Context: an optimization exercise on an open-source flow, tuned for small area, a short achievable clock period and few clock cycles per item. The choices shown serve that exercise and are no tape-out recipe. At most, simulation tests tie the RTL to the original design; equivalence was not proved.

==> v14: inputs <==
==> flow/design.v (excerpt) <==
module gf128_field (
    input  wire         clk,
    input  wire         rst,         
    input  wire         req_valid,
    output wire         req_ready,
    input  wire [1:0]   req_op,
    input  wire [127:0] req_a,
    input  wire [127:0] req_b,
    output reg          rsp_valid,
    output wire [127:0] rsp_data
);
==> flow/config.mk <==
export PLATFORM = sky130hd
export DESIGN_NAME = gf128_field
export DESIGN_NICKNAME = gf128_field
export VERILOG_FILES = /design/flow/design.v
export SDC_FILE = /design/flow/constraint.sdc
export NUM_CORES = 4
export LEC_CHECK = 0
export CAP_MARGIN = 20
export CORE_MARGIN = 2
export CORE_UTILIZATION = 40
export SLEW_MARGIN = 20
==> flow/constraint.sdc <==
create_clock -name core_clock -period 6.0 [get_ports {clk}]
set_input_delay 1.2000 -clock core_clock [delete_from_list [all_inputs] [get_ports {clk}]]
set_output_delay 1.2000 -clock core_clock [all_outputs]
set_load 0.01 [all_outputs]
run.sh (not shown) runs the stock make flow with config.mk's settings and CLKGATE_MAP_FILE= SYNTH_SCRIPT=/design/flow/synth_recipe.tcl, a recipe that flattens the netlist after the stock synthesis.
==> v15 (differences from v14) <==
--- a/flow/design.v
+++ b/flow/design.v
@@ -147,18 +147,16 @@
     output reg          rsp_valid,
     output wire [127:0] rsp_data
 );
   localparam OP_MUL = 2'd0;
   localparam OP_POW = 2'd1;
   localparam OP_INV = 2'd2;
-  localparam I_START = 2'd0;   
-  localparam I_WAIT  = 2'd1;   
-  localparam I_SQ    = 2'd2;   
-  localparam L_DBL   = 2'd0;
-  localparam L_PLUS  = 2'd1;
-  localparam L_FIN   = 2'd2;
+  localparam I_START = 3'd0;   
+  localparam I_SQ    = 3'd1;   
+  localparam I_WAIT2 = 3'd2;   
+  localparam I_FINW  = 3'd3;   
   function [127:0] f_sq;
     input [127:0] v;
     begin
       f_sq[0] = v[0] ^ v[64] ^ v[127];
       f_sq[1] = v[64] ^ v[125] ^ v[127];
       f_sq[2] = v[1] ^ v[64] ^ v[65] ^ v[125] ^ v[127];
@@ -561,14 +559,13 @@
   reg         m0, m1, m2;      
   reg [63:0]  xa, xb, ya, yb;  
   reg [127:0] z;
   reg [127:0] s;
   reg [63:0]  e;
   reg         one;             
-  reg [1:0]   ist;
-  reg [1:0]   ilast;
+  reg [2:0]   ist;
   reg [2:0]   ij;
   reg [4:0]   icnt;
   assign req_ready = acc_pend;
   assign rsp_data  = z;
   wire [126:0] p;
   gf_ka64 u_mul (.a(xa), .b(ya), .p(p));
@@ -577,30 +574,31 @@
                     ^ (m2 ? f_rp64(p128) : 128'h0)
                     ^ ((m1 | m2) ? f_rz64(z) : 128'h0)
                     ^ (m1 ? z : 128'h0);
   reg          sq_z;           
   wire [127:0] sq1 = f_sq(sq_z ? z : s);
   wire [127:0] sq2 = f_sq(sq1);
+  wire [127:0] sq4 = f_sq(f_sq(sq2));
   wire mul_free = ~(m0 | m1 | m2);
   wire e_zero   = (e == 64'h0);
   wire fin_mul = (mode == OP_MUL) & m2;
   wire fin_pow = (mode == OP_POW) & e_zero & (m2 | mul_free);
-  wire fin_inv = (mode == OP_INV) & m2 & (ilast == L_FIN);
+  wire fin_inv = (mode == OP_INV) & m2 & (ist == I_FINW);
   wire fin     = busy & (fin_mul | fin_pow | fin_inv);
   wire load    = (~busy | fin) & req_valid & ~acc_pend;
-  reg        x_from_a, x_from_z, x_one;
+  reg        x_from_a, x_from_z, x_from_zm, x_one;
   reg        y_from_b, y_from_s, y_from_sq;
-  reg        s_from_a, s_from_sq1, s_from_sq2;
-  reg        e_load, e_sh1, e_sh2;
+  reg        s_from_a, s_from_sq1, s_from_sq2, s_from_sq4;
+  reg        e_load, e_sh1, e_sh2, e_sh4;
   reg        z_from_s, z_one;
   reg        start;
   always @* begin
-    x_from_a = 1'b0; x_from_z = 1'b0; x_one = 1'b0;
+    x_from_a = 1'b0; x_from_z = 1'b0; x_from_zm = 1'b0; x_one = 1'b0;
     y_from_b = 1'b0; y_from_s = 1'b0; y_from_sq = 1'b0;
-    s_from_a = 1'b0; s_from_sq1 = 1'b0; s_from_sq2 = 1'b0;
-    e_load = 1'b0; e_sh1 = 1'b0; e_sh2 = 1'b0;
+    s_from_a = 1'b0; s_from_sq1 = 1'b0; s_from_sq2 = 1'b0; s_from_sq4 = 1'b0;
+    e_load = 1'b0; e_sh1 = 1'b0; e_sh2 = 1'b0; e_sh4 = 1'b0;
     z_from_s = 1'b0; z_one = 1'b0;
     start = 1'b0;
     sq_z = 1'b0;
     if (load) begin
       case (req_op)
         OP_POW: begin
@@ -623,60 +621,64 @@
         if (!e_zero) begin
           if (e[0]) begin
             if (one) begin
               z_from_s   = 1'b1;
               s_from_sq1 = 1'b1;
               e_sh1      = 1'b1;
-            end else if (mul_free) begin
-              x_from_z   = 1'b1;
+            end else if (m2 | mul_free) begin
+              x_from_zm  = m2;
+              x_from_z   = mul_free;
               y_from_s   = 1'b1;
               start      = 1'b1;
               s_from_sq1 = 1'b1;
               e_sh1      = 1'b1;
             end
+          end else if (e[3:1] == 3'b000) begin
+            s_from_sq4 = 1'b1;
+            e_sh4      = 1'b1;
           end else if (!e[1]) begin
             s_from_sq2 = 1'b1;
             e_sh2      = 1'b1;
           end else begin
             s_from_sq1 = 1'b1;
             e_sh1      = 1'b1;
           end
         end
       end else if (mode == OP_INV) begin
         case (ist)
           I_START: begin
-            y_from_sq = 1'b1;
-            start     = 1'b1;
+            s_from_sq1 = 1'b1;
+            y_from_sq  = 1'b1;
+            start      = 1'b1;
           end
           I_SQ: begin
-            if (icnt == 5'd0) begin
+            if (icnt > 5'd1) begin
+              s_from_sq4 = 1'b1;
+            end else if (icnt == 5'd1) begin
+              s_from_sq2 = 1'b1;
+            end else if (m2 | mul_free) begin
               y_from_sq = 1'b1;
+              x_from_zm = m2;
+              x_from_z  = mul_free;
               start     = 1'b1;
-            end else begin
-              s_from_sq2 = 1'b1;
             end
           end
-          default: begin   
+          I_WAIT2: begin
             if (mul_free) begin
-              if (ilast == L_DBL) begin
-                sq_z      = 1'b1;
-                y_from_sq = 1'b1;
-                x_from_a  = 1'b1;
-                start     = 1'b1;
-              end else if (ij == 3'd5) begin
-                sq_z      = 1'b1;
-                y_from_sq = 1'b1;
-                x_one     = 1'b1;
-                start     = 1'b1;
+              sq_z      = 1'b1;
+              y_from_sq = 1'b1;
+              start     = 1'b1;
+              if (ij == 3'd5) begin
+                x_one      = 1'b1;
               end else begin
-                sq_z       = 1'b1;
-                x_from_z   = 1'b1;
-                s_from_sq2 = 1'b1;
+                x_from_a   = 1'b1;
+                s_from_sq1 = 1'b1;
               end
             end
           end
+          default: ;
         endcase
       end
     end
   end
   always @(posedge clk) begin
     if (rst) begin
@@ -704,50 +706,51 @@
           acc_pend <= 1'b0;
         if (busy && !fin && mode == OP_POW && z_from_s)
           one <= 1'b0;
         if (busy && !fin && mode == OP_INV) begin
           case (ist)
             I_START: begin
-              ist   <= I_WAIT;
-              ilast <= L_DBL;
-              ij    <= 3'd0;
+              ist  <= I_SQ;
+              ij   <= 3'd0;
+              icnt <= 5'd0;
             end
             I_SQ: begin
-              if (icnt == 5'd0) begin
-                ist   <= I_WAIT;
-                ilast <= L_DBL;
-              end
-              icnt <= icnt - 5'd1;
+              if (icnt != 5'd0)
+                icnt <= icnt - 5'd1;
+              else if (m2 | mul_free)
+                ist <= I_WAIT2;
             end
-            default: begin
+            I_WAIT2: begin
               if (mul_free) begin
-                if (ilast == L_DBL) begin
-                  ilast <= L_PLUS;
-                  if (ij == 3'd5)
-                    acc_pend <= 1'b1;
-                end else if (ij == 3'd5) begin
-                  ilast <= L_FIN;
+                if (ij == 3'd5) begin
+                  ist <= I_FINW;
                 end else begin
                   ist  <= I_SQ;
                   ij   <= ij + 3'd1;
-                  icnt <= (5'd1 << (ij + 3'd1)) - 5'd2;
+                  icnt <= 5'd1 << ij;
+                  if (ij == 3'd4)
+                    acc_pend <= 1'b1;
                 end
               end
             end
+            default: ;
           endcase
         end
       end
     end
   end
   always @(posedge clk) begin
     if (x_from_a) begin
       xa <= req_a[127:64];
       xb <= req_a[63:0];
     end else if (x_from_z) begin
       xa <= z[127:64];
       xb <= z[63:0];
+    end else if (x_from_zm) begin
+      xa <= zmul[127:64];
+      xb <= zmul[63:0];
     end else if (x_one) begin
       xa <= 64'h0;
       xb <= 64'h1;
     end else if (m0) begin
       xa <= xa ^ xb;
     end else if (m1) begin
@@ -772,18 +775,22 @@
     else if (z_from_s)
       z <= s;
     else if (fin & (mode == OP_POW) & one)
       z <= 128'h1;
     if (s_from_a)
       s <= req_a;
+    else if (s_from_sq4)
+      s <= sq4;
     else if (s_from_sq2)
       s <= sq2;
     else if (s_from_sq1)
       s <= sq1;
     if (e_load)
       e <= req_b[63:0];
+    else if (e_sh4)
+      e <= {4'b0000, e[63:4]};
     else if (e_sh2)
       e <= {2'b00, e[63:2]};
     else if (e_sh1)
       e <= {1'b0, e[63:1]};
   end
 endmodule
==> v22 (differences from v14) <==
--- a/flow/design.v
+++ b/flow/design.v
@@ -147,18 +147,16 @@
     output reg          rsp_valid,
     output wire [127:0] rsp_data
 );
   localparam OP_MUL = 2'd0;
   localparam OP_POW = 2'd1;
   localparam OP_INV = 2'd2;
-  localparam I_START = 2'd0;   
-  localparam I_WAIT  = 2'd1;   
-  localparam I_SQ    = 2'd2;   
-  localparam L_DBL   = 2'd0;
-  localparam L_PLUS  = 2'd1;
-  localparam L_FIN   = 2'd2;
+  localparam I_START = 3'd0;   
+  localparam I_SQ    = 3'd1;   
+  localparam I_WAIT2 = 3'd2;   
+  localparam I_FINW  = 3'd3;   
   function [127:0] f_sq;
     input [127:0] v;
     begin
       f_sq[0] = v[0] ^ v[64] ^ v[127];
       f_sq[1] = v[64] ^ v[125] ^ v[127];
       f_sq[2] = v[1] ^ v[64] ^ v[65] ^ v[125] ^ v[127];
@@ -561,14 +559,13 @@
   reg         m0, m1, m2;      
   reg [63:0]  xa, xb, ya, yb;  
   reg [127:0] z;
   reg [127:0] s;
   reg [63:0]  e;
   reg         one;             
-  reg [1:0]   ist;
-  reg [1:0]   ilast;
+  reg [2:0]   ist;
   reg [2:0]   ij;
   reg [4:0]   icnt;
   assign req_ready = acc_pend;
   assign rsp_data  = z;
   wire [126:0] p;
   gf_ka64 u_mul (.a(xa), .b(ya), .p(p));
@@ -581,23 +578,23 @@
   wire [127:0] sq1 = f_sq(sq_z ? z : s);
   wire [127:0] sq2 = f_sq(sq1);
   wire mul_free = ~(m0 | m1 | m2);
   wire e_zero   = (e == 64'h0);
   wire fin_mul = (mode == OP_MUL) & m2;
   wire fin_pow = (mode == OP_POW) & e_zero & (m2 | mul_free);
-  wire fin_inv = (mode == OP_INV) & m2 & (ilast == L_FIN);
+  wire fin_inv = (mode == OP_INV) & m2 & (ist == I_FINW);
   wire fin     = busy & (fin_mul | fin_pow | fin_inv);
   wire load    = (~busy | fin) & req_valid & ~acc_pend;
-  reg        x_from_a, x_from_z, x_one;
+  reg        x_from_a, x_from_z, x_from_zm, x_one;
   reg        y_from_b, y_from_s, y_from_sq;
   reg        s_from_a, s_from_sq1, s_from_sq2;
   reg        e_load, e_sh1, e_sh2;
   reg        z_from_s, z_one;
   reg        start;
   always @* begin
-    x_from_a = 1'b0; x_from_z = 1'b0; x_one = 1'b0;
+    x_from_a = 1'b0; x_from_z = 1'b0; x_from_zm = 1'b0; x_one = 1'b0;
     y_from_b = 1'b0; y_from_s = 1'b0; y_from_sq = 1'b0;
     s_from_a = 1'b0; s_from_sq1 = 1'b0; s_from_sq2 = 1'b0;
     e_load = 1'b0; e_sh1 = 1'b0; e_sh2 = 1'b0;
     z_from_s = 1'b0; z_one = 1'b0;
     start = 1'b0;
     sq_z = 1'b0;
@@ -623,14 +620,15 @@
         if (!e_zero) begin
           if (e[0]) begin
             if (one) begin
               z_from_s   = 1'b1;
               s_from_sq1 = 1'b1;
               e_sh1      = 1'b1;
-            end else if (mul_free) begin
-              x_from_z   = 1'b1;
+            end else if (m2 | mul_free) begin
+              x_from_zm  = m2;
+              x_from_z   = mul_free;
               y_from_s   = 1'b1;
               start      = 1'b1;
               s_from_sq1 = 1'b1;
               e_sh1      = 1'b1;
             end
           end else if (!e[1]) begin
@@ -641,42 +639,40 @@
             e_sh1      = 1'b1;
           end
         end
       end else if (mode == OP_INV) begin
         case (ist)
           I_START: begin
-            y_from_sq = 1'b1;
-            start     = 1'b1;
+            s_from_sq1 = 1'b1;
+            y_from_sq  = 1'b1;
+            start      = 1'b1;
           end
           I_SQ: begin
-            if (icnt == 5'd0) begin
+            if (icnt != 5'd0) begin
+              s_from_sq2 = 1'b1;
+            end else if (m2 | mul_free) begin
               y_from_sq = 1'b1;
+              x_from_zm = m2;
+              x_from_z  = mul_free;
               start     = 1'b1;
-            end else begin
-              s_from_sq2 = 1'b1;
             end
           end
-          default: begin   
+          I_WAIT2: begin
             if (mul_free) begin
-              if (ilast == L_DBL) begin
-                sq_z      = 1'b1;
-                y_from_sq = 1'b1;
-                x_from_a  = 1'b1;
-                start     = 1'b1;
-              end else if (ij == 3'd5) begin
-                sq_z      = 1'b1;
-                y_from_sq = 1'b1;
-                x_one     = 1'b1;
-                start     = 1'b1;
+              sq_z      = 1'b1;
+              y_from_sq = 1'b1;
+              start     = 1'b1;
+              if (ij == 3'd5) begin
+                x_one      = 1'b1;
               end else begin
-                sq_z       = 1'b1;
-                x_from_z   = 1'b1;
-                s_from_sq2 = 1'b1;
+                x_from_a   = 1'b1;
+                s_from_sq1 = 1'b1;
               end
             end
           end
+          default: ;
         endcase
       end
     end
   end
   always @(posedge clk) begin
     if (rst) begin
@@ -704,50 +700,51 @@
           acc_pend <= 1'b0;
         if (busy && !fin && mode == OP_POW && z_from_s)
           one <= 1'b0;
         if (busy && !fin && mode == OP_INV) begin
           case (ist)
             I_START: begin
-              ist   <= I_WAIT;
-              ilast <= L_DBL;
-              ij    <= 3'd0;
+              ist  <= I_SQ;
+              ij   <= 3'd0;
+              icnt <= 5'd0;
             end
             I_SQ: begin
-              if (icnt == 5'd0) begin
-                ist   <= I_WAIT;
-                ilast <= L_DBL;
-              end
-              icnt <= icnt - 5'd1;
+              if (icnt != 5'd0)
+                icnt <= icnt - 5'd1;
+              else if (m2 | mul_free)
+                ist <= I_WAIT2;
             end
-            default: begin
+            I_WAIT2: begin
               if (mul_free) begin
-                if (ilast == L_DBL) begin
-                  ilast <= L_PLUS;
-                  if (ij == 3'd5)
-                    acc_pend <= 1'b1;
-                end else if (ij == 3'd5) begin
-                  ilast <= L_FIN;
+                if (ij == 3'd5) begin
+                  ist <= I_FINW;
                 end else begin
                   ist  <= I_SQ;
                   ij   <= ij + 3'd1;
-                  icnt <= (5'd1 << (ij + 3'd1)) - 5'd2;
+                  icnt <= (5'd1 << (ij + 3'd1)) - 5'd1;
+                  if (ij == 3'd4)
+                    acc_pend <= 1'b1;
                 end
               end
             end
+            default: ;
           endcase
         end
       end
     end
   end
   always @(posedge clk) begin
     if (x_from_a) begin
       xa <= req_a[127:64];
       xb <= req_a[63:0];
     end else if (x_from_z) begin
       xa <= z[127:64];
       xb <= z[63:0];
+    end else if (x_from_zm) begin
+      xa <= zmul[127:64];
+      xb <= zmul[63:0];
     end else if (x_one) begin
       xa <= 64'h0;
       xb <= 64'h1;
     end else if (m0) begin
       xa <= xa ^ xb;
     end else if (m1) begin
==> flow/config.mk (replaced) <==
export PLATFORM = sky130hd
export DESIGN_NAME = gf128_field
export DESIGN_NICKNAME = gf128_field
export VERILOG_FILES = /design/flow/design.v
export SDC_FILE = /design/flow/constraint.sdc
export NUM_CORES = 4
export LEC_CHECK = 0
export ABC_CLOCK_PERIOD_IN_PS = 4500
export CAP_MARGIN = 20
export CORE_MARGIN = 2
export CORE_UTILIZATION = 40
export SETUP_SLACK_MARGIN = 1.5
export SLEW_MARGIN = 20
==> summary of the runs <==
v22 went through all stages and came out clean. v15 completed, yet does not pass: setup timing. v14 ran to the end with no violations.
Between v22 and v14, the lower synthesized cell count is in v14 (gap about 3.8%, measured against v14).
Between v14 and v22, the lower first-iteration DRC count is in v14 (gap 7.6%, measured against v22).
Fmax: v15 is smaller than v14 (3.1%).
Worst hold slack, lowest first: v14, v22, v15.
The lowest non-clock buffer count belongs to v14, the highest to v22.
Of v15 and v14, v15 has the higher count of clock-buffer cells in the layout (gap 27).
Final cell count: v15 > v22 > v14.
Testbench counts of v14, summed over its fixed seeds: cycles 9,333, items 360.
Testbench counts of v15, summed over its fixed seeds: cycles 7,001, items 360.
The RTL of v22 was laid out without a check of its function.

## what the ideal ports hide
In the flow no input, the clock included, has a driving cell. The finished layouts below were timed again as built, in two steps.
Step 1, drivers: a clkbuf_16 drives clk and a buf_2 each remaining input, both assumed.
Step 2 moves the port delays by t, midway between the first and last clock arrival at a register: inputs arrive t later, outputs are due t later. That takes back most of the time a late clock gives input paths.
Three values: no drivers, after step 1, after step 2; two values: the first two.
| run | shift t [ns] | slack for setup (ns) | worst setup path at the end | pins driven straight from the clock port |
|---|---|---|---|---|
| v14 | 0.774 | 0.098 / 0.098 / 0.098 | register to register | 1 |
| v15 | 0.797 | -0.091 / -0.091 / -0.091 | register to register | 1 |
| v22 | 0.805 | 1.008 / 1.008 / 1.008 | register to register | 1 |
